This is an optimization exercise on Yosys and OpenROAD, whose aim is small area, a short achievable clock period and few clock cycles per item, not a production implementation. In this exercise RTL edits were held to simulation tests only and were not proved equivalent to the original.

==> flow/design.v, too long to show whole: its modules and the start of the top module <==
// module sbcore: 433 lines
// module sb_alu: 32 lines
// module sb_add32: 3 lines
// module sb_add23: 3 lines
// module sb_tonorm: 21 lines
// module sb_cm_c1: 404 lines
// module sb_cm_c2: 368 lines
// module sb_cm_m1: 288 lines
// module sb_cm_m2: 342 lines
// module sb_cm_m3: 232 lines
// module sb_cm_ksm: 330 lines
// module sb_cm23_m1: 136 lines
// module sb_cm23_m2: 170 lines
// module sb_cm23_m3: 100 lines
// module sb_gmul: 1086 lines
// module sb_mul16: 350 lines
// module sb_lmul: 658 lines
// module sb_fold0: 5 lines
// module sb_fold1: 5 lines
// module sb_fold2: 5 lines
// module sb_fold3: 5 lines
module sbcore (
    input  wire         clk,
    input  wire         rst,
    input  wire         req_valid,
    output wire         req_ready,
    input  wire [31:0]  req_cmd,
    input  wire [127:0] req_a,
    input  wire [127:0] req_b,
    output wire         resp_valid,
    input  wire         resp_ready,
    output wire [7:0]   resp_status,
    output wire [127:0] resp_r
);
  // ...
==> flow/flow/run.sh <==
#!/bin/bash
# Own layout flow: the standard flow (standard.sh, its synthesis unchanged),
# with a larger setup-slack target for the repair_timing steps that ORFS runs
# after floorplan, CTS and global route. The clock period and all constraints
# stay the design's (constraint.sdc is not touched).
set -euo pipefail
MARGIN=9.5
# 1. the standard synthesis
bash standard.sh synth > synth.log 2>&1
# 2. the rest of the standard layout, with SETUP_SLACK_MARGIN on make's command line
sed "s/CLKGATE_MAP_FILE= /CLKGATE_MAP_FILE= SETUP_SLACK_MARGIN=$MARGIN /" standard.sh > layout.sh
grep -q "SETUP_SLACK_MARGIN=$MARGIN" layout.sh
bash layout.sh finish > layout.log 2>&1
test -s out/final.def
==> flow/standard.sh <==
#!/bin/bash
# synth_recipe.tcl (not shown) runs the flow's synth.tcl, then flattens the netlist and writes it again
# the make line also repeats each setting of config.mk as NAME=value (left out here)
make -C /OpenROAD-flow-scripts/flow DESIGN_CONFIG=/design/flow/config.mk WORK_HOME=/design/flow/orfs CLKGATE_MAP_FILE= SYNTH_SCRIPT=/design/flow/synth_recipe.tcl "${@:-finish}"
==> flow/config.mk <==
export PLATFORM = sky130hd
export DESIGN_NAME = sbcore
export DESIGN_NICKNAME = sbcore
export VERILOG_FILES = /design/flow/design.v
export SDC_FILE = /design/flow/constraint.sdc
export NUM_CORES = 8
export LEC_CHECK = 0
export CAP_MARGIN = 20
export CORE_MARGIN = 2
export CORE_UTILIZATION = 55
export PLACE_DENSITY = 0.7
export SLEW_MARGIN = 20
export SYNTH_HIERARCHICAL = 1
export SYNTH_MINIMUM_KEEP_SIZE = 0
==> flow/constraint.sdc <==
create_clock -name core_clock -period 15.0 [get_ports {clk}]
set_input_delay 3.0000 -clock core_clock [delete_from_list [all_inputs] [get_ports {clk}]]
set_output_delay 3.0000 -clock core_clock [all_outputs]
set_load 0.01 [all_outputs]
==> results.ini, run 1 <==
[sta]
max_slew_margin_pct = 13.82
grt_setup_unrepaired = yes
finalCritPeriodShare_pct = 37.57

[drt]
wirelength_mm = 1041
post_drt_wl_per_cell_um = 27.50
dr_wl_met3_mm = 117.2
first_pass_iters = 7
drtIter0Drc = 24390
ant_nets = 0

[die]
boundaryPins = 430
die_w_um = 718.9
core_area_um2 = 509100

[clocking]
cts_buffers = 286
cts_setup_buffers = 210

[layout]
seq_share_pct = 18.04
design_area_um2 = 312800
area_growth_pct = 11.25
clock_buffers = 361
stdcell_count = 37840
clockNetworkAreaShare_pct = 3.221
fillCellCount = 43040

[place]
hpwlAfterDp_mm = 813.1
pre_cts_ws_ns = 7.997

[setup_path]
rr_startpoint = r0b[41]
cp_common_cell = fa_1
critPathKind = register to register
r2r_cells = 18

[logic_synthesis]
synth.area.mux_share_pct = 4.708
synth_xor_area_share_pct = 7.411
netlist_instances = 30240
ys_seq_area_share_pct = 19.74
yosysTopAreaCellShare_pct = 26.53
synth.top_cells.by_count = inv_1 (5955), fa_1 (3726), nand2_1 (2634)
synth.distinct_cells = 164
synth_area_leaders = fa_1 (27%), dfxtp_1 (14%), ha_1 (8.5%), inv_1 (8.0%), edfxtp_1 (5.5%)

[min_path]
hold_depth = 0

[grt]
overflow = 0

[status]
outcome = no timing/DRC/antenna violations

Testbench counts, summed over its fixed seeds: cycles 2,816, items 2,400.
==> module sbcore, before the edit <==
module sbcore (
    input  wire         clk,
    input  wire         rst,
    input  wire         req_valid,
    output wire         req_ready,
    input  wire [31:0]  req_cmd,
    input  wire [127:0] req_a,
    input  wire [127:0] req_b,
    output wire         resp_valid,
    input  wire         resp_ready,
    output wire [7:0]   resp_status,
    output wire [127:0] resp_r
);
    localparam [31:0] K_HASH_IN  = 32'h79C68E4A;
    localparam [31:0] K_SHUFFLE  = 32'h5A7E3F1B;
    localparam [127:0] K_LANE    = {32'hB40CC1B8, 32'h691E72CA, 32'h174F18AB, 32'h912F69BA};
    wire [7:0]  in_op = req_cmd[7:0];
    wire [31:0] in_a0 = req_a[31:0];
    wire [31:0] in_b0 = req_b[31:0];
    reg       in_legal;
    reg [2:0] in_st;
    always @* begin
        case (in_op)
            8'h01:        in_legal = (req_cmd[31:9] == 23'd0);
            8'h26, 8'h27: in_legal = (req_cmd[31:13] == 19'd0);
            8'h10, 8'h11, 8'h12, 8'h13, 8'h14, 8'h15,
            8'h20, 8'h21, 8'h22, 8'h23, 8'h24, 8'h25, 8'h28, 8'h29,
            8'h31, 8'h32, 8'h33, 8'h35:
                          in_legal = (req_cmd[31:8] == 24'd0);
            default:      in_legal = 1'b0;
        endcase
        if (!in_legal)
            in_st = 3'd1;
        else if ((in_op == 8'h13 || in_op == 8'h15) && in_b0[31:3] != 29'd0)
            in_st = 3'd2;
        else if ((in_op == 8'h33 || in_op == 8'h35) && in_b0[31:1] != 31'd0)
            in_st = 3'd3;
        else if ((in_op == 8'h15 || in_op == 8'h35) && in_a0[31:16] != 16'd0)
            in_st = 3'd4;
        else
            in_st = 3'd0;
    end
    wire in_ok = (in_st == 3'd0);
    wire in_samp  = (in_op == 8'h15 || in_op == 8'h35);
    wire in_sobol = (in_op == 8'h13 || in_op == 8'h33);
    wire in_hash  = (in_op == 8'h11 || in_op == 8'h31);
    wire in_owen  = (in_op == 8'h12 || in_op == 8'h32);
    wire in_ton   = (in_op == 8'h14 || in_op == 8'h29);
    wire in_rev   = (in_op == 8'h10 || in_op == 8'h28);
    wire in_alu   = (in_op[7:4] == 4'h2) && (in_op[3:0] <= 4'h7) && (in_op != 8'h22);
    wire in_mul   = (in_op == 8'h22);
    wire in_rdc   = (in_op == 8'h01);
    wire in_scal  = (in_op[7:4] == 4'h0) || (in_op[7:4] == 4'h1);
    wire in_multi = (in_op == 8'h32 || in_op == 8'h22);
    wire in_samp_op = (in_op == 8'h15 || in_op == 8'h35);     
    wire [9:0] in_kind;
    assign in_kind[0] = (in_op == 8'h20 || in_op == 8'h21);
    assign in_kind[1] = (in_op == 8'h23);
    assign in_kind[2] = (in_op == 8'h24);
    assign in_kind[3] = (in_op == 8'h25);
    assign in_kind[4] = (in_op == 8'h26);
    assign in_kind[5] = (in_op == 8'h27);
    assign in_kind[6] = in_rev | in_ton;
    assign in_kind[7] = in_hash;
    assign in_kind[8] = in_rdc;
    assign in_kind[9] = ~|in_kind[8:0];
    wire [31:0] in_st_t = req_b[63:32] ^ K_SHUFFLE ^ K_HASH_IN;
    wire [127:0] in_ash;
    genvar ka;
    generate
        for (ka = 0; ka < 4; ka = ka + 1) begin : g_ash
            wire [31:0] a = req_a[32*ka +: 32];
            assign in_ash[32*ka +: 32] = (in_op == 8'h26) ? (a << {req_cmd[12:11], 3'd0}) :
                                         (in_op == 8'h27) ? (a >> {req_cmd[12:11], 3'd0}) : a;
        end
    endgenerate
    reg [15:0] in_nrev;
    integer i0;
    always @* for (i0 = 0; i0 < 16; i0 = i0 + 1) in_nrev[i0] = req_a[15 - i0];
    wire       in_four = in_op[5];                        
    wire       in_g    = in_four ? in_b0[0] : in_b0[2];
    wire [1:0] in_lane = in_four ? 2'd0 : in_b0[1:0];
    localparam CW = 21;
    reg          hv;             
    reg  [3:0]   htag;
    reg  [2:0]   hst;
    reg  [127:0] hd;
    reg          r0v;
    reg  [2:0]   r0st;
    reg          r0samp, r0sobol, r0hash, r0owen, r0ton, r0rev, r0alu, r0mul, r0rdc, r0scal, r0multi, r0g;
    reg  [1:0]   r0lane;
    reg  [7:0]   r0cmd;          
    reg  [9:0]   r0kind;
    reg  [127:0] r0a, r0b;
    reg  [1:0]   slot;
    reg  [3:0]   r0tag, ntag;
    wire issue   = r0v && !hv;
    wire r0_part = r0multi && (slot != 2'd3);
    wire r0_hold = r0v && (hv || r0_part);
    wire accept = req_valid && !r0_hold;
    reg  rdy;
    wire hv_next;                                    
    wire r0v_next     = r0_hold ? r0v : accept;
    wire r0multi_next = r0_hold ? r0multi : in_multi;
    wire [1:0] slot_next = !r0_hold ? 2'd0 : (issue ? slot + 2'd1 : slot);
    always @(posedge clk)
        rdy <= rst || !(r0v_next && (hv_next || (r0multi_next && (slot_next != 2'd3))));
    assign req_ready = rdy;
    always @(posedge clk) begin
        if (rst) begin
            r0v  <= 1'b0;
            slot <= 2'd0;
            ntag <= 4'd0;
        end else begin
            if (!r0_hold) begin
                r0v  <= accept;
                slot <= 2'd0;
            end else if (issue) begin
                slot <= slot + 2'd1;
            end
            if (accept)
                ntag <= ntag + 4'd1;
        end
        if (!r0_hold) begin
            r0st <= in_st;
            r0samp <= in_samp; r0sobol <= in_sobol; r0hash <= in_hash; r0owen <= in_owen;
            r0ton <= in_ton; r0rev <= in_rev; r0alu <= in_alu; r0mul <= in_mul; r0rdc <= in_rdc;
            r0scal <= in_scal; r0multi <= in_multi; r0g <= in_g; r0lane <= in_lane;
            r0cmd <= {req_cmd[12:8], req_cmd[2:0]};
            r0kind <= in_kind;
            r0a <= {in_ash[127:32], in_samp_op ? {in_nrev, 16'd0} : in_ash[31:0]};
            r0b <= {req_b[127:64], in_samp_op ? (in_st_t ^ (in_st_t >> 16)) : req_b[63:32], req_b[31:0]};
            r0tag <= ntag;
        end else if (issue) begin
            r0a <= {r0a[31:0], r0a[127:32]};
            r0b <= {r0b[31:0], r0b[127:32]};
        end
    end
    wire [CW-1:0] c0 = hv ? {htag, 13'd0, hst, 1'b1}
                          : {r0tag, r0_part, slot, r0lane, r0g, r0mul, r0scal, r0ton, r0owen,
                             r0hash, r0sobol, r0samp, r0st, r0v};
    wire r0shared = r0samp | r0owen | r0mul | r0sobol;
    wire [31:0] r0pm   = r0b[63:32];
    wire [31:0] r0seed = r0pm ^ (r0pm >> 16) ^ K_SHUFFLE ^ K_HASH_IN;
    wire [31:0] s1_sb;
    sb_cm_c1 u_s1_c1 (.x(r0pm), .p(s1_sb));
    wire [31:0] s1_x = r0a[31:0];
    wire [31:0] s1_xm1;
    sb_cm_m1 u_s1_m1 (.x(s1_x), .p(s1_xm1));
    wire [31:0] s1_u = s1_x ^ (s1_xm1 & {32{r0samp | r0owen}});
    wire [31:0] s1_s = r0samp ? r0seed : r0b[31:0];
    wire [127:0] s1_alu;
    genvar k1;
    generate
        for (k1 = 0; k1 < 4; k1 = k1 + 1) begin : g_s1
            sb_alu u_alu (.a(r0a[32*k1 +: 32]), .b(r0b[32*k1 +: 32]), .sub(r0cmd[0]),
                          .shamt(r0cmd[5:3]), .sel(r0cmd[3]), .kind(r0kind),
                          .r(s1_alu[32*k1 +: 32]));
        end
    endgenerate
    reg [127:0] s1_l;
    always @* begin
        s1_l = s1_alu;
        if (r0samp)
            s1_l[31:0] = s1_sb;
        if (r0shared)
            s1_l[63:32] = s1_u;
        if (r0samp | r0owen | r0mul)
            s1_l[95:64] = s1_s;
        if (hv)
            s1_l = hd;
    end
    reg [CW-1:0] c1;
    reg [127:0]  r1l;
    always @(posedge clk) begin
        c1 <= {c0[CW-1:1], c0[0] & !rst};
        r1l <= s1_l;
    end
    wire c1samp = c1[4];
    wire [31:0] s2_b = r1l[31:0];
    wire [31:0] s2_c = s2_b ^ (s2_b >> 15);
    wire [31:0] s2_d;
    sb_cm_c2 u_s2_c2 (.x(s2_c), .p(s2_d));
    reg [CW-1:0] c2;
    reg [127:0]  r2l;
    always @(posedge clk) begin
        c2 <= {c1[CW-1:1], c1[0] & !rst};
        r2l <= {r1l[127:32], c1samp ? s2_d : s2_b};      
    end
    wire c2samp = c2[4], c2sobol = c2[5], c2owen = c2[7], c2mul = c2[10];
    wire c2shared = c2samp | c2owen | c2mul | c2sobol;
    wire [31:0] s3_hs  = r2l[31:0] ^ (r2l[31:0] >> 16);
    wire [31:0] s3_sv  = c2samp ? s3_hs : r2l[95:64];           
    wire [31:0] s3_add = (c2samp | c2owen) ? s3_sv : 32'd0;
    wire [31:0] s3_v;
    sb_add32 u_s3_add (.a(r2l[63:32]), .b(s3_add), .s(s3_v));
    wire [15:0] s3_m   = c2mul ? r2l[79:64] : ((c2samp | c2owen) ? (s3_sv[31:16] | 16'd1) : 16'd1);
    wire [15:0] s3_hi;
    sb_mul16 u_s3_mul (.a(r2l[47:32]), .b(r2l[95:80]), .p(s3_hi));
    wire [15:0] s3_m2  = c2mul ? s3_hi : 16'd0;
    reg [CW-1:0] c3;
    reg [127:0]  r3l;
    always @(posedge clk) begin
        c3 <= {c2[CW-1:1], c2[0] & !rst};
        r3l <= c2shared ? {r2l[127:64], s3_m2, s3_m, s3_v} : r2l;
    end
    wire c3samp = c3[4], c3g = c3[11];
    wire [31:0] s4_x, s4_sk;
    sb_gmul   u_s4_mul (.x(r3l[31:0]), .m(r3l[47:32]), .t(r3l[63:48]), .p(s4_x));
    sb_cm_ksm u_s4_ksm (.x(r3l[95:64]), .p(s4_sk));
    localparam [127:0] KN  = K_LANE ^ {4{K_HASH_IN}};
    localparam [127:0] KNS = {KN[127:96] >> 16, KN[95:64] >> 16, KN[63:32] >> 16, KN[31:0] >> 16};
    wire [31:0] s4_w = s4_sk ^ (s4_sk >> 16) ^ {31'd0, c3g};
    wire [127:0] s4_n = {4{s4_w}} ^ KN ^ KNS;
    reg [CW-1:0] c4;
    reg [31:0]   r4x;
    reg [127:0]  r4l;
    always @(posedge clk) begin
        c4 <= {c3[CW-1:1], c3[0] & !rst};
        r4x <= s4_x;
        r4l <= c3samp ? s4_n : r3l;
    end
    wire c4samp = c4[4], c4hash = c4[6], c4owen = c4[7];
    wire [31:0] s5_xm2;
    sb_cm_m2 u_s5_m2 (.x(r4x), .p(s5_xm2));
    wire [31:0] s5_x = r4x ^ (s5_xm2 & {32{c4samp | c4owen}});
    wire [127:0] s5_l;
    genvar k5;
    generate
        for (k5 = 0; k5 < 4; k5 = k5 + 1) begin : g_s5
            wire [31:0] p;
            wire [31:0] n = r4l[32*k5 +: 32];
            sb_cm_c1 u_c1 (.x(n), .p(p));
            assign s5_l[32*k5 +: 32] = (c4samp | c4hash) ? p : r4l[32*k5 +: 32];
        end
    endgenerate
    reg [CW-1:0] c5;
    reg [31:0]   r5x;
    reg [127:0]  r5l;
    always @(posedge clk) begin
        c5 <= {c4[CW-1:1], c4[0] & !rst};
        r5x <= s5_x;
        r5l <= s5_l;
    end
    wire c5samp = c5[4], c5hash = c5[6], c5owen = c5[7];
    wire [31:0] s6_xm3;
    sb_cm_m3 u_s6_m3 (.x(r5x), .p(s6_xm3));
    wire [31:0] s6_x = r5x ^ (s6_xm3 & {32{c5samp | c5owen}});
    wire [127:0] s6_l;
    genvar k6;
    generate
        for (k6 = 0; k6 < 4; k6 = k6 + 1) begin : g_s6
            wire [31:0] b = r5l[32*k6 +: 32];
            wire [31:0] d;
            sb_cm_c2 u_c2 (.x(b ^ (b >> 15)), .p(d));
            assign s6_l[32*k6 +: 32] = (c5samp | c5hash) ? d : b;    
        end
    endgenerate
    reg [CW-1:0] c6;
    reg [31:0]   r6x;
    reg [127:0]  r6l;
    always @(posedge clk) begin
        c6 <= {c5[CW-1:1], c5[0] & !rst};
        r6x <= s6_x;
        r6l <= s6_l;
    end
    wire c6v = c6[0], c6samp = c6[4], c6sobol = c6[5], c6hash = c6[6], c6owen = c6[7], c6mul = c6[10], c6g = c6[11];
    wire [1:0] c6slot = c6[15:14];
    wire c6part = c6[16];
    reg [95:0] acc;
    always @(posedge clk)
        if (c6v && c6part)
            acc[32*c6slot +: 32] <= r6x;
    reg [15:0] s7_fv;
    integer i7;
    always @* for (i7 = 0; i7 < 16; i7 = i7 + 1) s7_fv[i7] = r6x[31 - i7];
    wire [91:0]  s7_y;
    wire [127:0] s7_h;
    wire [15:0]  s7_f0, s7_f1, s7_f2, s7_f3;
    sb_fold0 u_f0 (.g(c6g), .v(s7_fv), .f(s7_f0));
    sb_fold1 u_f1 (.g(c6g), .v(s7_fv), .f(s7_f1));
    sb_fold2 u_f2 (.g(c6g), .v(s7_fv), .f(s7_f2));
    sb_fold3 u_f3 (.g(c6g), .v(s7_fv), .f(s7_f3));
    wire [63:0] s7_f = {s7_f3, s7_f2, s7_f1, s7_f0};
    wire [127:0] s7_accx = {r6x, acc};
    genvar k7;
    generate
        for (k7 = 0; k7 < 4; k7 = k7 + 1) begin : g_s7
            wire [15:0] f = s7_f[16*k7 +: 16];
            wire [31:0] d = r6l[32*k7 +: 32];
            wire [31:0] h = (c6samp | c6hash) ? (d ^ (d >> 16)) : d;
            wire [22:0] fm;
            sb_cm23_m1 u_m1 (.x(f), .p(fm));
            wire [31:0] pass = c6sobol ? {16'd0, f} :
                               (c6owen | c6mul) ? ((c6slot == k7) ? r6x : s7_accx[32*k7 +: 32]) :
                               h;
            assign s7_y[23*k7 +: 23] = {7'd0, f} ^ fm;
            assign s7_h[32*k7 +: 32] = c6samp ? h : pass;
        end
    endgenerate
    reg [CW-1:0] c7;
    reg [91:0]   r7y;
    reg [127:0]  r7h;
    always @(posedge clk) begin
        c7 <= {c6[CW-1:1], c6[0] & !c6part & !rst};
        r7y <= s7_y;
        r7h <= s7_h;
    end
    wire c7samp = c7[4];
    wire [91:0] s8_t;
    wire [63:0] s8_m;
    wire [35:0] s8_u;
    genvar k8;
    generate
        for (k8 = 0; k8 < 4; k8 = k8 + 1) begin : g_s8
            wire [22:0] y = r7y[23*k8 +: 23];
            wire [31:0] h = r7h[32*k8 +: 32];
            sb_add23 u_add (.a(y & {23{c7samp}}), .b(h[22:0]), .s(s8_t[23*k8 +: 23]));
            assign s8_m[16*k8 +: 16] = (h[31:16] & {16{c7samp}}) | 16'd1;
            assign s8_u[9*k8 +: 9]   = h[31:23];
        end
    endgenerate
    reg [CW-1:0] c8;
    reg [91:0]   r8t;
    reg [63:0]   r8m;
    reg [35:0]   r8u;
    always @(posedge clk) begin
        c8 <= {c7[CW-1:1], c7[0] & !rst};
        r8t <= s8_t;
        r8m <= s8_m;
        r8u <= s8_u;
    end
    wire [91:0] s9_p;
    genvar k9;
    generate
        for (k9 = 0; k9 < 4; k9 = k9 + 1) begin : g_s9
            sb_lmul u_mul (.a(r8t[23*k9 +: 23]), .m(r8m[16*k9 +: 16]), .p(s9_p[23*k9 +: 23]));
        end
    endgenerate
    reg [CW-1:0] c9;
    reg [91:0]   r9p;
    reg [35:0]   r9u;
    always @(posedge clk) begin
        c9 <= {c8[CW-1:1], c8[0] & !rst};
        r9p <= s9_p;
        r9u <= r8u;
    end
    wire c9samp = c9[4];
    wire [91:0] s10_y;
    genvar k10;
    generate
        for (k10 = 0; k10 < 4; k10 = k10 + 1) begin : g_s10
            wire [22:0] y = r9p[23*k10 +: 23];
            wire [22:0] p;
            sb_cm23_m2 u_m2 (.x(y), .p(p));
            assign s10_y[23*k10 +: 23] = y ^ (p & {23{c9samp}});
        end
    endgenerate
    reg [CW-1:0] c10;
    reg [91:0]   r10y;
    reg [35:0]   r10u;
    always @(posedge clk) begin
        c10 <= {c9[CW-1:1], c9[0] & !rst};
        r10y <= s10_y;
        r10u <= r9u;
    end
    wire c10samp = c10[4];
    wire [91:0] s11_y;
    genvar k11m;
    generate
        for (k11m = 0; k11m < 4; k11m = k11m + 1) begin : g_s11m
            wire [22:0] y = r10y[23*k11m +: 23];
            wire [22:0] p;
            sb_cm23_m3 u_m3 (.x(y), .p(p));
            assign s11_y[23*k11m +: 23] = y ^ (p & {23{c10samp}});
        end
    endgenerate
    reg [CW-1:0] c11;
    reg [91:0]   r11y;
    reg [35:0]   r11u;
    always @(posedge clk) begin
        c11 <= {c10[CW-1:1], c10[0] & !rst};
        r11y <= s11_y;
        r11u <= r10u;
    end
    wire c11v = c11[0], c11samp = c11[4], c11sobol = c11[5], c11ton = c11[8], c11scal = c11[9];
    wire [2:0] c11st = c11[3:1];
    wire [1:0] c11lane = c11[13:12];
    wire [3:0] c11tag = c11[20:17];
    wire [127:0] s12_r;
    genvar k12;
    generate
        for (k12 = 0; k12 < 4; k12 = k12 + 1) begin : g_s12
            wire [31:0] t;
            sb_tonorm u_tn (.y(r11y[23*k12 +: 23]), .r(t));
            assign s12_r[32*k12 +: 32] = (c11samp | c11ton) ? t : {r11u[9*k12 +: 9], r11y[23*k12 +: 23]};
        end
    endgenerate
    wire [31:0]  s12_r0  = (c11samp | c11sobol) ? s12_r[32*c11lane +: 32] : s12_r[31:0];
    wire [127:0] s12_res = c11scal ? {96'd0, s12_r0} : s12_r;
    reg         ov;
    reg [2:0]   ost;
    reg [127:0] od;
    reg [3:0]   next_tag;
    wire ofree   = !ov || resp_ready;
    wire deliver = c11v && (c11tag == next_tag) && ofree;
    assign hv_next = c11v && !deliver;
    always @(posedge clk) begin
        if (rst) begin
            ov <= 1'b0;
            hv <= 1'b0;
            next_tag <= 4'd0;
        end else begin
            if (deliver) begin
                ov <= 1'b1;
                next_tag <= next_tag + 4'd1;
            end else if (resp_ready) begin
                ov <= 1'b0;
            end
            hv <= hv_next;
        end
        if (deliver) begin
            ost <= c11st;
            od  <= s12_res;
        end
        htag <= c11tag;
        hst  <= c11st;
        hd   <= s12_res;
    end
    assign resp_valid  = ov;
    assign resp_status = {5'd0, ost};
    assign resp_r      = od;
endmodule
==> run 2, diff against run 1 <==
--- a/flow/design.v
+++ b/flow/design.v
@@ -80,10 +80,12 @@
     wire       in_four = in_op[5];                        
     wire       in_g    = in_four ? in_b0[0] : in_b0[2];
     wire [1:0] in_lane = in_four ? 2'd0 : in_b0[1:0];
-    localparam CW = 21;
+    localparam CW = 22;
     reg          hv;             
     reg  [3:0]   htag;
     reg  [2:0]   hst;
+    reg  [1:0]   hslot;
+    reg          hpart, hlw;
     reg  [127:0] hd;
     reg          r0v;
     reg  [2:0]   r0st;
@@ -136,8 +138,8 @@
             r0b <= {r0b[31:0], r0b[127:32]};
         end
     end
-    wire [CW-1:0] c0 = hv ? {htag, 13'd0, hst, 1'b1}
-                          : {r0tag, r0_part, slot, r0lane, r0g, r0mul, r0scal, r0ton, r0owen,
+    wire [CW-1:0] c0 = hv ? {hlw, htag, hpart, hslot, 10'd0, hst, 1'b1}
+                          : {r0multi, r0tag, r0_part, slot, r0lane, r0g, r0mul, r0scal, r0ton, r0owen,
                              r0hash, r0sobol, r0samp, r0st, r0v};
     wire r0shared = r0samp | r0owen | r0mul | r0sobol;
     wire [31:0] r0pm   = r0b[63:32];
@@ -267,10 +269,6 @@
     wire c6v = c6[0], c6samp = c6[4], c6sobol = c6[5], c6hash = c6[6], c6owen = c6[7], c6mul = c6[10], c6g = c6[11];
     wire [1:0] c6slot = c6[15:14];
     wire c6part = c6[16];
-    reg [95:0] acc;
-    always @(posedge clk)
-        if (c6v && c6part)
-            acc[32*c6slot +: 32] <= r6x;
     reg [15:0] s7_fv;
     integer i7;
     always @* for (i7 = 0; i7 < 16; i7 = i7 + 1) s7_fv[i7] = r6x[31 - i7];
@@ -282,7 +280,6 @@
     sb_fold2 u_f2 (.g(c6g), .v(s7_fv), .f(s7_f2));
     sb_fold3 u_f3 (.g(c6g), .v(s7_fv), .f(s7_f3));
     wire [63:0] s7_f = {s7_f3, s7_f2, s7_f1, s7_f0};
-    wire [127:0] s7_accx = {r6x, acc};
     genvar k7;
     generate
         for (k7 = 0; k7 < 4; k7 = k7 + 1) begin : g_s7
@@ -292,7 +289,7 @@
             wire [22:0] fm;
             sb_cm23_m1 u_m1 (.x(f), .p(fm));
             wire [31:0] pass = c6sobol ? {16'd0, f} :
-                               (c6owen | c6mul) ? ((c6slot == k7) ? r6x : s7_accx[32*k7 +: 32]) :
+                               (c6owen | c6mul) ? r6x :
                                h;
             assign s7_y[23*k7 +: 23] = {7'd0, f} ^ fm;
             assign s7_h[32*k7 +: 32] = c6samp ? h : pass;
@@ -302,7 +299,7 @@
     reg [91:0]   r7y;
     reg [127:0]  r7h;
     always @(posedge clk) begin
-        c7 <= {c6[CW-1:1], c6[0] & !c6part & !rst};
+        c7 <= {c6[CW-1:1], c6[0] & !rst};
         r7y <= s7_y;
         r7h <= s7_h;
     end
@@ -402,30 +399,44 @@
     reg [2:0]   ost;
     reg [127:0] od;
     reg [3:0]   next_tag;
+    reg [2:0]   lmask;           
+    wire [1:0] c11slot = c11[15:14];
+    wire c11part = c11[16], c11lw = c11[21];
     wire ofree   = !ov || resp_ready;
-    wire deliver = c11v && (c11tag == next_tag) && ofree;
+    wire deliver = c11v && (c11tag == next_tag) && ofree && (!c11lw || c11part || (lmask == 3'b111));
+    wire last    = deliver && !c11part;
     assign hv_next = c11v && !deliver;
     always @(posedge clk) begin
         if (rst) begin
             ov <= 1'b0;
             hv <= 1'b0;
             next_tag <= 4'd0;
+            lmask <= 3'd0;
         end else begin
-            if (deliver) begin
+            if (last) begin
                 ov <= 1'b1;
                 next_tag <= next_tag + 4'd1;
-            end else if (resp_ready) begin
-                ov <= 1'b0;
+                lmask <= 3'd0;
+            end else begin
+                if (deliver || resp_ready)
+                    ov <= 1'b0;
+                if (deliver)
+                    lmask[c11slot] <= 1'b1;
             end
             hv <= hv_next;
         end
-        if (deliver) begin
+        if (deliver)
             ost <= c11st;
-            od  <= s12_res;
-        end
-        htag <= c11tag;
-        hst  <= c11st;
-        hd   <= s12_res;
+        if (deliver && (!c11lw || c11slot == 2'd0)) od[31:0]   <= s12_res[31:0];
+        if (deliver && (!c11lw || c11slot == 2'd1)) od[63:32]  <= s12_res[63:32];
+        if (deliver && (!c11lw || c11slot == 2'd2)) od[95:64]  <= s12_res[95:64];
+        if (deliver && (!c11lw || c11slot == 2'd3)) od[127:96] <= s12_res[127:96];
+        htag  <= c11tag;
+        hst   <= c11st;
+        hd    <= s12_res;
+        hslot <= c11slot;
+        hpart <= c11part;
+        hlw   <= c11lw;
     end
     assign resp_valid  = ov;
     assign resp_status = {5'd0, ost};
==> run 2 against run 1 <==
  * Still clean
  * Highest routed layer unchanged
  * Routed wire length rose by 3.0%
  * Global-route usage rose by 1.5 points
  * Worst hold slack got worse by 0.0031 ns
==> results.ini, run 2 <==
[status]
outcome = no timing/DRC/antenna violations  ; unchanged

[clocking]
cts_hold_buf = 0  ; unchanged
clock_path_buffers = 4  ; unchanged
clk_pin_slew_ns = 0.06  ; about the same
cts_tree = built  ; unchanged
cts_root_buffer = clkbuf_16  ; unchanged
cts_buffers = 289  ; was 286
h-tree-depth = 5  ; unchanged
cts_sinks = 2452  ; was 2515
clk_latency_ns = 1.05  ; about the same

[min_path]
hold_end = r9u[16]  ; was c2[10]
min-delay-start = r8u[16]  ; was c1[10]
hold_depth = 0  ; unchanged
hold_class = register to register  ; unchanged

[grt]
track_usage_pct = 40.91  ; was 39.37%
grt_pass1_vias = 221800  ; was 222100
grt_first_pass_wirelength_mm = 1529  ; was 1502 mm
grt_max_degree = 167  ; was 153
overflow = 0  ; unchanged
antenna_found_initial = 166  ; was 131

[die]
boundaryPins = 430  ; unchanged
core_area_um2 = 504900  ; was 509100 µm²
die_area_um2 = 512300  ; was 516900 µm²
die_w_um = 715.7  ; was 718.9 µm
start_util_pct = 55.19  ; was 55.22%
die_h_um = 715.7  ; was 718.9 µm
row_count = 261  ; was 262

[drt]
drtIter0Drc = 25630  ; was 24390
wirelength_mm = 1072  ; was 1041 mm
vias = 224900  ; was 224300
ant_nets = 0  ; unchanged
vias_per_cell = 5.947  ; was 5.926
first_pass_iters = 18  ; was 7
post_drt_wl_per_cell_um = 28.34  ; was 27.50 µm
drc_errors = 0  ; unchanged

[layout]
final_util_pct = 61.73  ; was 61.44%
drive_above_1_share_pct = 12.40  ; was 11.33%
layout.cells.most_common_list = inv_1 (5691), fa_1 (3649), nand2_1 (2599)  ; was inv_1 (5758), fa_1 (3641), nand2_1 (2623)
fin_nets = 36680  ; was 36710
area_growth_pct = 11.85  ; was 11.25%
stdcell_count = 37820  ; was 37840
final_common_cell = inv_1  ; unchanged
fillCellCount = 42800  ; was 43040

[setup_path]
crit_fanout = 3  ; was 9
critPathLaunchType = register  ; unchanged
r2r_slack_ns = 9.15  ; was 9.36 ns
required_ns = 15.84  ; was 15.88 ns
critPathLaunch = r0b[43]  ; was r0b[41]
critPathKind = register to register  ; unchanged
r2r_cells = 23  ; was 18
rr_startpoint = r0b[43]  ; was r0b[41]
r2r_end = r1l[28]  ; was r1l[21]
crit_arrival_ns = 6.69  ; was 6.51 ns
crit_path_end_kind = register  ; unchanged

[logic_synthesis]
synth.distinct_cells = 164  ; unchanged
yosysMostFrequentCell = inv_1  ; unchanged
async_reset_ff_share_pct = 0  ; unchanged
syn_area_per_cell_um2 = 9.284  ; was 9.297 µm²
synth_ff_type = dfxtp_1  ; unchanged
yosysTopAreaCell = fa_1  ; unchanged
yosysTopAreaCellShare_pct = 26.77  ; was 26.53%
netlist_instances = 30010  ; was 30240
syn_area_um2 = 278600  ; was 281100 µm²
synth_warnings = 9  ; unchanged
ys_seq_area_share_pct = 19.12  ; was 19.74%
synth_edf_count = 417  ; was 513
synth-seq-cells = 2452  ; was 2515
synth_area_leaders = fa_1 (27%), dfxtp_1 (15%), ha_1 (8.6%), inv_1 (8.0%), xnor2_1 (4.9%)  ; was fa_1 (27%), dfxtp_1 (14%), ha_1 (8.5%), inv_1 (8.0%), edfxtp_1 (5.5%)
synth.top_cells.by_count = inv_1 (5931), fa_1 (3726), nand2_1 (2611)  ; was inv_1 (5955), fa_1 (3726), nand2_1 (2634)

[sta]
finClkSkew_ns = 0.07139  ; was 0.08689 ns
tightest_slew_ns = 1.361  ; was 1.293 ns
slew_violations = 0  ; unchanged
grt_setup_unrepaired = yes  ; unchanged
timing.fmax_mhz = 171.0  ; was 177.5 MHz
hold_viol = 0  ; unchanged
finalCritPeriodShare_pct = 38.99  ; was 37.57%
period_minus_slack_ns = 5.849  ; was 5.635 ns
setup_violations = 0  ; unchanged
max_slew_margin_pct = 8.958  ; was 13.82%
tns_ns = 0  ; unchanged

[place]
place_congestion = 1.081  ; was 1.098
hpwlAfterDp_mm = 839.4  ; was 813.1 mm
port-buffer-count = 424  ; unchanged
place_inst = 36400  ; was 36590

[job]
max_cap_violations = 0  ; unchanged

## run 2: worst max path at each step
stage | cells after the start | to | slack (ns)
after floorplan | 3 | od[32] | 8.61
after global placement | 7 | r0a[17] | 8.25
after detailed placement | 7 | r0a[17] | 8.29
after CTS | 18 | r1l[28] | 9.27
after global routing | 23 | r1l[31] | 9.06
final | 23 | r1l[28] | 9.15
## run 2: per-layer routing
layer	global-route usage, %	share of wire [%]
met1	51.57	37
met4	28.17	8.6
met3	13.58	12
met2	59.37	42
met5	0	0.084
## run 2: stage by stage
step	setup slack (ns)	area, µm²	hold WS, ns
floorplan	8.613	278800	0.3096
global placement	8.254	289200	0.3100
global route	9.064	311400	0.3096
detailed placement	8.290	289200	0.3121
finish	9.151	311600	0.3050
CTS	9.268	303500	0.3092
## run 2: cell type report
cell class | count | area, µm² | share of cell area [%]
timing repair buffer | 1625 | 14370 | 4.610
antenna | 125 | 312.8 | 0.1004
multi-input combinational | 20440 | 201400 | 64.62
inverter | 5945 | 22890 | 7.344
tap | 6706 | 8391 | 2.692
clock buffer | 364 | 8135 | 2.610
clock inverter | 160 | 1989 | 0.6384
sequential | 2452 | 54190 | 17.39
## run 2: cell families (layout without fill, tap and decap cells)
| kind of cell | Yosys count | in the layout | share of synthesized area [%] |
|---|---|---|---|
| flip-flops | 2452 | 2452 | 19.12 |
| buffers and inverters | 7152 | 8094 | 10.05 |
| multiplexers | 1123 | 1123 | 4.892 |
| AND/OR/NAND/NOR | 6394 | 6394 | 10.92 |
| AO/OA/AOI/OAI | 4903 | 4903 | 12.18 |
| other | 21 | 182 | 0.02829 |
| XOR/XNOR | 2333 | 2333 | 7.484 |
| adder cells (fa/ha/maj) | 5633 | 5633 | 35.34 |
## run 2: worst max-delay path, cell delays in order, from the launching register on
cell	delay, ns
edfxtp_1	0.59
clkinvlp_4	0.18
buf_6	0.14
fa_1	0.57
inv_1	0.06
fa_1	0.50
inv_2	0.05
fa_2	0.34
inv_2	0.06
fa_1	0.43
inv_1	0.09
fa_1	0.45
inv_2	0.09
ha_4	0.20
a21o_1	0.19
a21o_1	0.18
a21oi_4	0.18
buf_4	0.13
o21ai_1	0.06
a211o_2	0.30
a21oi_4	0.15
xnor2_2	0.16
mux2i_1	0.12
o21ai_2	0.41
## run 2: timing repair
item / in CTS / in global routing
endpoints found under the setup margin: 260 / 254
setup buffers: 190 / 564
gates cloned: 6 / 9
pin swaps: 94 / 284
gates resized for setup: 696 / 887
## run 2: per-module statistics from Yosys, one instance, submodules excluded, excerpt
module	area [µm²]	flops+latches
sb_lmul	7227	0
sb_alu	6421	0
sb_cm_c1	6115	0
sb_cm_c2	6002	0
sb_cm_m1	4780	0
sb_cm_m3	4204	0
sb_cm23_m2	2880	0
sb_cm23_m1	2449	0
sb_add32	2046	0
sb_tonorm	1441	0
sb_add23	1284	0
sb_fold3	863.3	0
sb_fold2	714.4	0
Testbench counts of run 2, summed over its fixed seeds: cycles 2,816, items 2,400.

static timing again, ports no longer ideal:
The flow's constraints put no driver on any port. The routed layouts listed below were extracted and timed again, unchanged, in two steps.
Step 1: set_driving_cell puts a clkbuf_16 on clk and a buf_2 on each other input, an assumption about the parent block.
Step 2 times the ports against the registers' clock, not the clock port: input delays grow and output delays shrink by t, the midpoint of the rising clock arrivals with the driver on.
Slacks: ideal / step 1 / step 2; pairs: ideal / step 1.
run | t (ns) | setup slack, ns | worst hold slack (ns) | worst register clock-pin slew, ns
run 1 | 1.133 | 9.365 / 9.365 / 8.544 | 0.308 / 0.308 / 0.308 | 0.08 / 0.08
run 2 | 1.161 | 9.151 / 9.151 / 8.459 | 0.305 / 0.305 / 0.305 | 0.09 / 0.09
After both steps setup and hold are still met in every run listed. For run 1, which loses most, drivers alone change the setup slack by 0.000 ns; drivers and shift together by -0.821 ns.
